What follows belongs to an exercise in optimizing a design on an open flow for small area, a short achievable clock period and few clock cycles per item; a production flow would make more cautious choices. Function was checked by simulation only, so behaviour that the tests miss may differ from the original. Power and IR drop assume default switching activity.

== run 5 ==
Design rgpfe_kernel, start of the top module:
module rgpfe_kernel (
    input  wire        clk,
    input  wire        rst,
    input  wire        in_valid,
    output wire        in_ready,
    input  wire [7:0]  in_mode,
    input  wire        in_fmt,      
    input  wire [63:0] in_c,
    input  wire [63:0] in_a1,
    input  wire [63:0] in_a2,
    input  wire [63:0] in_a3,
    input  wire [63:0] in_a4,
    input  wire [63:0] in_a5,
    input  wire [63:0] in_a6,
    input  wire [63:0] in_a7,
    input  wire [63:0] in_a8,
    output wire        out_valid,
    input  wire        out_ready,
    output wire [63:0] out_data
);
    function [1:0] cmp8(input [7:0] x, input [7:0] y);
        integer k;
        reg [7:0] g0, p0;
        reg [3:0] g1, p1;
        reg [1:0] g2, p2;
        reg       g3, p3;
        begin
            g0 = x & ~y;
            p0 = ~(x ^ y);
            for (k = 0; k < 4; k = k + 1) begin
                g1[k] = g0[2*k+1] | (p0[2*k+1] & g0[2*k]);
                p1[k] = p0[2*k+1] & p0[2*k];
            end
            for (k = 0; k < 2; k = k + 1) begin
                g2[k] = g1[2*k+1] | (p1[2*k+1] & g1[2*k]);
                p2[k] = p1[2*k+1] & p1[2*k];
            end
            g3 = g2[1] | (p2[1] & g2[0]);
            p3 = p2[1] & p2[0];
            cmp8 = {g3, g3 | p3};
        end
    endfunction
    reg        rdy;           
    reg [2:0]  occ;           
    reg        v1, v2, v3;    
  ...
Settings: LEC_CHECK=0, CAP_MARGIN=20, CORE_MARGIN=2, CORE_UTILIZATION=45, PLACE_DENSITY=0.6, SLEW_MARGIN=20; clock period 20.0 ns.
standard.sh (not shown) runs the stock make flow with config.mk's settings and CLKGATE_MAP_FILE= SYNTH_SCRIPT=/design/flow/synth_recipe.tcl, a recipe that flattens the netlist after the stock synthesis.
==> flow/flow/run.sh <==
#!/bin/bash
# Layout flow: the standard ORFS flow (standard.sh), unchanged, with
#  - ORFS's own timing repair (run after floorplan, CTS and global routing)
#    asked to aim for more setup slack than the 20 ns clock needs, so the
#    critical paths are sized for a shorter achieved period, and allowed
#    to resize cells across footprints;
#  - every input and output port buffered (as the standard flow does) with
#    a plain buf_2 instead of the delay buffer buffer_ports picks.
# The design, SDC, clock period and all other settings are the standard flow's.
set -euo pipefail
bash standard.sh SETUP_SLACK_MARGIN=15 TNS_END_PERCENT=5 MATCH_CELL_FOOTPRINT=0 \
    "BUFFER_PORTS_ARGS=-buffer_cell sky130_fd_sc_hd__buf_2" finish > flow_standard.log 2>&1
Testbench counts of run 5, summed over its fixed seeds: cycles 16,032, items 16,000.
Here is what was changed in the inputs of run 4 compared with run 5.
# run 5
export LEC_CHECK = 0
export CAP_MARGIN = 20
export CORE_MARGIN = 2
export CORE_UTILIZATION = 45
export PLACE_DENSITY = 0.6
export SLEW_MARGIN = 20
create_clock -name core_clock -period 20.0 [get_ports {clk}]
# run 4
export LEC_CHECK = 0
export CAP_MARGIN = 20
export CORE_MARGIN = 2
export CORE_UTILIZATION = 45
export CTS_CLUSTER_DIAMETER = 100
export CTS_CLUSTER_SIZE = 28
export PLACE_DENSITY = 0.6
export SLEW_MARGIN = 20
create_clock -name core_clock -period 20.0 [get_ports {clk}]
--- outcome ---
Run 4 finished all stages; the layout is clean. The higher final antenna diode count came out of run 4. Between run 5 and run 4, the largest stage delay on the critical path figures differ only marginally. As far as total DRC errors in the routed layout goes, run 4 and run 5 are indistinguishable; the numbers are identical. Re sequential share of layout area: run 4 is 0.36 points up on run 5. Re fraction of the core area covered by cells at the end of the flow: run 4 and run 5 aren't equal, and the lower value belongs to run 4. Comparing run 4 and run 5, the higher power is on run 5. Going from run 5 to run 4, combinational group share of total power shows an increase of 3.4 points; time the worst path needs with I/O delays and setup now larger. In the route summary, run 4 ends up with a via count below that of run 5. Sort run 4 and run 5 by number of global-route vias before repair desc -> top: run 5. Taking run 5 as the reference point, the worst slew slack as a fraction of its limit of run 4 rises by 1.8 points.

Another version of the RTL of rgpfe_kernel (not shown whole).
Size: ~1500 flip-flops, about 660 I/O pins, ~0.13 mm2 of cells after synthesis.
export LEC_CHECK = 0
export CAP_MARGIN = 20
export CORE_MARGIN = 2
export CORE_UTILIZATION = 50
export CTS_CLUSTER_DIAMETER = 100
export CTS_CLUSTER_SIZE = 28
export PLACE_DENSITY = 0.65
export SLEW_MARGIN = 20
create_clock -name core_clock -period 20.0 [get_ports {clk}]
Scripts as last shown in full above: flow/flow/run.sh
Testbench counts at the start, summed over its fixed seeds: cycles 16,032, items 16,000.
Rerun with:
Settings changed: CAP_MARGIN 20 to 10, CORE_UTILIZATION 50 to 45, PLACE_DENSITY 0.65 to 0.6, SLEW_MARGIN 20 to 10.
The new run completed with no timing, DRC or antenna violations.
Via count went down by 0.32%.
Critical path depth went down by 12.
Non-clock buffer count went up by 19.
Area after synthesis stays the same.
Global-route usage went down by 1.3 points.
Fmax went up by about 1%.
Sequential power is about the same.
Register-to-register slack gains 220 ps.
Cell area went up by about 0.5%.
Rerun with:
Settings changed: CAP_MARGIN 10 to 20, SLEW_MARGIN 10 to 20.
Effect: The changed run completed with no timing, DRC or antenna violations. Setup slack gains 12 ps. Fmax hardly moves. Synthesized area stays the same. Sequential share of layout area barely changes. Via count stays flat. Critical path depth stays the same. Count of clock-buffer cells in the layout decreases by 1. Worst hold slack hardly moves. Global-route usage stays flat.

-- re-timing with driven ports --
Ports are ideal in the flow. The routed layouts listed here were re-timed in OpenROAD.
Step 1 sets driving cells, clkbuf_16 on the clock port and buf_2 on the other inputs (assumed; they add their load-dependent delay and slew).
Step 2 moves the port delays by t, midway between the first and last clock arrival at a register: inputs arrive t later, outputs are due t later. That takes back most of the time a late clock gives input paths.
Slacks: ideal ports / drivers / drivers and shift; pairs: ideal ports / drivers.
| run | t, ns | setup WS [ns] | slew at the worst register clock pin (ns) | pins driven straight from the clock port |
|---|---|---|---|---|
| run 5 | 0.979 | 14.564 / 14.466 / 14.147 | 0.07 / 0.07 | 1 |
| run 4 | 0.962 | 14.547 / 14.446 / 14.194 | 0.11 / 0.11 | 1 |
| the first run of note 2 | 0.966 | 14.485 / 14.466 / 14.086 | 0.11 / 0.11 | 1 |
| the second run of note 2 | 0.961 | 14.540 / 14.434 / 13.983 | 0.11 / 0.11 | 1 |
| the third run of note 2 | 0.963 | 14.552 / 14.446 / 13.989 | 0.12 / 0.12 | 1 |
After both steps setup and hold are still met in every run listed. For the third run of note 2, which loses most, drivers alone change the setup slack by -0.106 ns; drivers and shift together by -0.563 ns.
